This design comes from an exercise in tuning for small area and few clock cycles on the open sky130 flow, not from production work. Function was checked by simulation only, so behaviour that the tests miss may differ from the original. The clock port is modelled as an ideal driver, which makes a skipped or thinned clock tree look cheaper than it is; a real chip needs a root buffer or a tree. Power figures rest on the tool's default switching activity, not on a simulated workload.

## gxc16
module gxc16 (
    input  wire         clk,
    input  wire         rst,             
    input  wire         cmd_valid,
    output wire         cmd_ready,
    input  wire [127:0] cmd_word,
    output wire         rsp_valid,
    output wire [1:0]   rsp_status,
    output wire [15:0]  rsp_data,
    output wire [7:0]   rsp_errp,
    output wire         bus_req_valid,
    output wire [1:0]   bus_req_op,      
    output wire [7:0]   bus_req_reg,
    output wire [1:0]   bus_req_len,     
    output wire [15:0]  bus_req_wdata,   
    input  wire         bus_cpl_valid,
    input  wire         bus_cpl_err,
    input  wire [7:0]   bus_cpl_rdata,
    input  wire [7:0]   bus_cpl_errp
);
Size in the first run: ~840 cells after synthesis, ~210 I/O pins, ~0.0065 mm2 of cells after synthesis.
export LEC_CHECK = 0
export ABC_AREA = 1
export CAP_MARGIN = 20
export CORE_MARGIN = 2
export CORE_UTILIZATION = 50
export PLACE_DENSITY = 0.65
export SLEW_MARGIN = 20
create_clock -name core_clock -period 10.0 [get_ports {clk}]
standard.sh (not shown) runs the stock make flow with config.mk's settings and CLKGATE_MAP_FILE= SYNTH_SCRIPT=/design/flow/synth_recipe.tcl, a recipe that flattens the netlist after the stock synthesis.
==> flow/flow/run.sh <==
#!/bin/bash
# The standard ORFS layout (standard.sh), run with a copy of the ORFS
# scripts, differing from it in these ways:
#  - synthesis maps the logic with an area-only ABC script (flow/abc_area.script,
#    used through ABC_AREA=1) and leaves adder extraction out (ADDER_MAP_FILE
#    empty), so that all logic goes through ABC; registers are mapped before
#    ABC as usual, with the same cells and names;
#  - the port buffers use the smallest buffer cell (buf_1);
#  - the clock tree is built by flow/manual_cts.tcl instead of TritonCTS: one
#    root buffer at the clock port's net, one leaf buffer per group of about 14
#    nearby flip-flops, the same two buffer levels to every register.
# Everything else, including timing repair after CTS, is ORFS's own step.
# Each tool's output is in standard.log and orfs/logs/.
set -euo pipefail
here=$(pwd)
rm -rf "$here/scripts_mod"
cp -r "$FLOW_HOME/scripts" "$here/scripts_mod"
cp "$here/flow/abc_area.script" "$here/scripts_mod/abc_area.script"
python3 - "$here/scripts_mod/cts.tcl" "$here/flow/manual_cts.tcl" <<'PY'
import sys
p, m = sys.argv[1], sys.argv[2]
s = open(p).read()
old = "log_cmd clock_tree_synthesis {*}$cts_args\n"
assert s.count(old) == 1
s = s.replace(old, "source {%s}\nmcts_build clk sky130_fd_sc_hd__clkbuf_8 sky130_fd_sc_hd__clkbuf_8 14\nset_propagated_clock [all_clocks]\n" % m)
open(p, "w").write(s)
PY
export BUFFER_PORTS_ARGS="-buffer_cell sky130_fd_sc_hd__buf_1"
bash standard.sh SCRIPTS_DIR="$here/scripts_mod" ADDER_MAP_FILE= finish > standard.log 2>&1
Other scripts of this flow, unchanged in this note and not shown: flow/flow/abc_area.script, flow/flow/manual_cts.tcl
Testbench counts at the start, summed over its fixed seeds: cycles 22,997.
Edit:
Settings changed: CORE_UTILIZATION 50 to 65, PLACE_DENSITY 0.65 to 0.75.
After rerunning: The new run ran to the end with no violations. Design area falls by 0.59%. Clock skew rises by 0.0041 ns. Critical path depth rises by 5. Via count rises by 3.8%. Worst hold slack barely changes. Die area falls by 22%. Cell count falls by 3.2%. Total power stays flat. First-iteration DRC count rises by 10%. Worst setup slack is better by 0.034 ns. Routed wire length falls by 5.1%.
No run of this note takes its clock network from TritonCTS; it comes from the design's own scripts or RTL.

* * *

## oak
Another version of the RTL of gxc16 (not shown whole).
Size: ~820 cells after synthesis, roughly 120 flip-flops, roughly 210 I/O pins, about 0.0071 mm2 of cells after synthesis.
export LEC_CHECK = 0
export ABC_AREA = 1
export CAP_MARGIN = 20
export CORE_MARGIN = 2
export CORE_UTILIZATION = 50
export GPL_TIMING_DRIVEN = 0
export SLEW_MARGIN = 20
create_clock -name core_clock -period 10.0 [get_ports {clk}]
==> flow/flow/run.sh <==
#!/bin/bash
# The standard ORFS layout (standard.sh), run with a copy of the ORFS
# scripts that differs in three ways:
#  - synthesis maps the logic with an area-only ABC script (flow/abc_area.script,
#    used through ABC_AREA=1); registers are mapped before ABC as usual;
#  - the port buffers use the smallest buffer cell (buf_1);
#  - the clock tree is built by flow/manual_cts.tcl instead of TritonCTS: one
#    root buffer at the clock port's net, one leaf buffer per group of about 12
#    nearby flip-flops, the same two buffer levels to every register.
# Everything else, including timing repair after CTS, is ORFS's own step.
# Each tool's output is in standard.log and orfs/logs/.
set -euo pipefail
here=$(pwd)
rm -rf "$here/scripts_mod"
cp -r "$FLOW_HOME/scripts" "$here/scripts_mod"
cp "$here/flow/abc_area.script" "$here/scripts_mod/abc_area.script"
python3 - "$here/scripts_mod/cts.tcl" "$here/flow/manual_cts.tcl" <<'PY'
import sys
p, m = sys.argv[1], sys.argv[2]
s = open(p).read()
old = "log_cmd clock_tree_synthesis {*}$cts_args\n"
assert s.count(old) == 1
s = s.replace(old, "source {%s}\nmcts_build clk sky130_fd_sc_hd__clkbuf_8 sky130_fd_sc_hd__clkbuf_8 12\nset_propagated_clock [all_clocks]\n" % m)
open(p, "w").write(s)
PY
export BUFFER_PORTS_ARGS="-buffer_cell sky130_fd_sc_hd__buf_1"
bash standard.sh SCRIPTS_DIR="$here/scripts_mod" finish > standard.log 2>&1
Other scripts of this flow, unchanged in this note and not shown: flow/flow/abc_area.script, flow/flow/manual_cts.tcl
Testbench counts of oak, summed over its fixed seeds: cycles 22,997.
#### Input delta (pine over oak)
# oak
export LEC_CHECK = 0
export ABC_AREA = 1
export CAP_MARGIN = 20
export CORE_MARGIN = 2
export CORE_UTILIZATION = 50
export GPL_TIMING_DRIVEN = 0
export SLEW_MARGIN = 20
create_clock -name core_clock -period 10.0 [get_ports {clk}]
# pine
export LEC_CHECK = 0
export ABC_AREA = 1
export CAP_MARGIN = 20
export CORE_MARGIN = 2
export CORE_UTILIZATION = 65
export PLACE_DENSITY = 0.75
export SLEW_MARGIN = 20
create_clock -name core_clock -period 10.0 [get_ports {clk}]
-- flow/flow/run.sh --
<<< oak, line 6
#  - the port buffers use the smallest buffer cell (buf_1);
#  - the clock tree is built by flow/manual_cts.tcl instead of TritonCTS: one
#    root buffer at the clock port's net, one leaf buffer per group of about 12
#    nearby flip-flops, the same two buffer levels to every register.
# Everything else, including timing repair after CTS, is ORFS's own step.
>>> pine, line 6
#  - the port buffers use the smallest buffer cell (buf_1);
#  - the clock tree is built by flow/manual_cts.tcl instead of TritonCTS: one
#    root buffer at the clock port's net, one leaf buffer per group of about 14
#    nearby flip-flops, the same two buffer levels to every register.
# Everything else, including timing repair after CTS, is ORFS's own step.
<<< oak, line 21
old = "log_cmd clock_tree_synthesis {*}$cts_args\n"
assert s.count(old) == 1
s = s.replace(old, "source {%s}\nmcts_build clk sky130_fd_sc_hd__clkbuf_8 sky130_fd_sc_hd__clkbuf_8 12\nset_propagated_clock [all_clocks]\n" % m)
open(p, "w").write(s)
PY
>>> pine, line 21
old = "log_cmd clock_tree_synthesis {*}$cts_args\n"
assert s.count(old) == 1
s = s.replace(old, "source {%s}\nmcts_build clk sky130_fd_sc_hd__clkbuf_8 sky130_fd_sc_hd__clkbuf_8 14\nset_propagated_clock [all_clocks]\n" % m)
open(p, "w").write(s)
PY
Findings:
- Every stage of the flow completed for pine, and the final layout passed the timing, DRC and antenna checks.
- NOTE power consumption oak->pine decreased by a few percent
- On die area: pine sits below oak.
- In the reports for oak and pine, the larger wire length of the first global-routing pass belongs to oak.
- Diff oak -> pine | row count | decrease of about 12%
- Changes observed in pine relative to oak: net switching share of the total power shows a reduction of 0.69 points; fraction of the cycle the final worst path needs shows an increase of 0.40 points; floorplan die height decreased by 12% relative to the old numbers; global-route met2 utilization up 8.6 points; total routed wire length on the met1 layer down 15%.
- The lower share of the final layout cell area in multi-input gates of oak and pine is in oak.
The inputs of birch differ from those of pine as listed below.
# pine
export LEC_CHECK = 0
export ABC_AREA = 1
export CAP_MARGIN = 20
export CORE_MARGIN = 2
export CORE_UTILIZATION = 65
export PLACE_DENSITY = 0.75
export SLEW_MARGIN = 20
create_clock -name core_clock -period 10.0 [get_ports {clk}]
# birch
export LEC_CHECK = 0
export ABC_AREA = 1
export CAP_MARGIN = 0
export CORE_MARGIN = 2
export CORE_UTILIZATION = 40
export SLEW_MARGIN = 0
create_clock -name core_clock -period 10.0 [get_ports {clk}]
-- flow/flow/run.sh --
<<< pine, line 6
#  - the port buffers use the smallest buffer cell (buf_1);
#  - the clock tree is built by flow/manual_cts.tcl instead of TritonCTS: one
#    root buffer at the clock port's net, one leaf buffer per group of about 14
#    nearby flip-flops, the same two buffer levels to every register.
# Everything else, including timing repair after CTS, is ORFS's own step.
>>> birch, line 6
#  - the port buffers use the smallest buffer cell (buf_1);
#  - the clock tree is built by flow/manual_cts.tcl instead of TritonCTS: one
#    root buffer at the clock port's net, one leaf buffer per group of about 12
#    nearby flip-flops, the same two buffer levels to every register.
# Everything else, including timing repair after CTS, is ORFS's own step.
<<< pine, line 21
old = "log_cmd clock_tree_synthesis {*}$cts_args\n"
assert s.count(old) == 1
s = s.replace(old, "source {%s}\nmcts_build clk sky130_fd_sc_hd__clkbuf_8 sky130_fd_sc_hd__clkbuf_8 14\nset_propagated_clock [all_clocks]\n" % m)
open(p, "w").write(s)
PY
>>> birch, line 21
old = "log_cmd clock_tree_synthesis {*}$cts_args\n"
assert s.count(old) == 1
s = s.replace(old, "source {%s}\nmcts_build clk sky130_fd_sc_hd__clkbuf_8 sky130_fd_sc_hd__clkbuf_8 12\nset_propagated_clock [all_clocks]\n" % m)
open(p, "w").write(s)
PY
Notes after the runs:
Static leakage went up slightly going from pine to birch. Compared with pine, birch shows a higher cell area. Synthesis-to-finish area growth, birch and pine: larger value in birch.
Input-level comparison between maple and birch:
# birch
export LEC_CHECK = 0
export ABC_AREA = 1
export CAP_MARGIN = 0
export CORE_MARGIN = 2
export CORE_UTILIZATION = 40
export SLEW_MARGIN = 0
create_clock -name core_clock -period 10.0 [get_ports {clk}]
# maple
export LEC_CHECK = 0
export ABC_AREA = 1
export CAP_MARGIN = 20
export CORE_MARGIN = 2
export CORE_UTILIZATION = 65
export PLACE_DENSITY = 0.75
export SLEW_MARGIN = 20
create_clock -name core_clock -period 10.0 [get_ports {clk}]
==> comparison <==
On global routing usage on met2: between birch and maple, it ends up lower for birch. Taking birch as the reference point, the well tap count of maple falls by about 40%. maple: number of core rows 21% below birch. Global-route wire length before repair, birch and maple, lower one = maple. maple against birch: standard cell core area lower; effective utilization at floorplan picked up an extra 25 points; met3 capacity usage during global routing rose by 3.7 points; hold slack went down 0.0038 ns; combinational cell fraction of total power fell by 0.3 points.
What cedar does differently from maple at the input level:
# maple
export LEC_CHECK = 0
export ABC_AREA = 1
export CAP_MARGIN = 20
export CORE_MARGIN = 2
export CORE_UTILIZATION = 65
export PLACE_DENSITY = 0.75
export SLEW_MARGIN = 20
create_clock -name core_clock -period 10.0 [get_ports {clk}]
# cedar
export LEC_CHECK = 0
export ABC_AREA = 1
export CAP_MARGIN = 20
export CORE_MARGIN = 2
export CORE_UTILIZATION = 40
export SLEW_MARGIN = 20
create_clock -name core_clock -period 10.0 [get_ports {clk}]
[summary]
- cedar | status: complete | timing, DRC, antenna: pass
- Fill cell total of the finished layout (cedar vs. maple) increases by more than 100%
- The timing startpoint of the critical path comes out cnt[1]$_SDFFCE_PP0P_ in one run and cnt[2]$_DFFE_PP_ in the other, namely in cedar and maple respectively.
- Looking at starting density of the core across cedar and maple, the one that comes out lower is cedar.
- Changes observed in cedar relative to maple: number of optimization iterations in the first detailed-route pass picked up an extra 1, post-synthesis to final-layout area growth picked up an extra 1.7 points.
No run of this note takes its clock network from TritonCTS; it comes from the design's own scripts or RTL.

-- static timing again, ports no longer ideal --
Ports are ideal in the flow. The routed layouts listed here were re-timed in OpenROAD.
Step 1, drivers: a clkbuf_16 drives clk and a buf_2 each remaining input, both assumed.
Step 2 also shifts input and output timing later by t, the mid clock arrival at the registers, as if the neighbouring blocks saw the same clock.
Slacks: ideal ports / drivers / drivers and shift; pairs: ideal ports / drivers.
| run | t (ns) | slack for setup (ns) | slew at the worst register clock pin (ns) |
|---|---|---|---|
| the first run of note 1 | 0.468 | 4.732 / 4.694 / 4.495 | 0.10 / 0.10 |
| the second run of note 1 | 0.436 | 4.766 / 4.782 / 4.346 | 0.11 / 0.11 |
| oak | 0.475 | 4.708 / 4.669 / 4.604 | 0.09 / 0.09 |
| pine | 0.441 | 4.668 / 4.629 / 5.070 | 0.10 / 0.10 |
| birch | 0.487 | 4.929 / 4.888 / 5.374 | 0.10 / 0.10 |
| maple | 0.463 | 4.633 / 4.593 / 5.056 | 0.09 / 0.09 |
| cedar | 0.485 | 4.893 / 4.851 / 5.336 | 0.10 / 0.10 |
After both steps setup and hold are still met in every run listed. The setup slack of the second run of note 1, which loses most, moves by +0.016 ns with the drivers and by -0.420 ns with both steps.
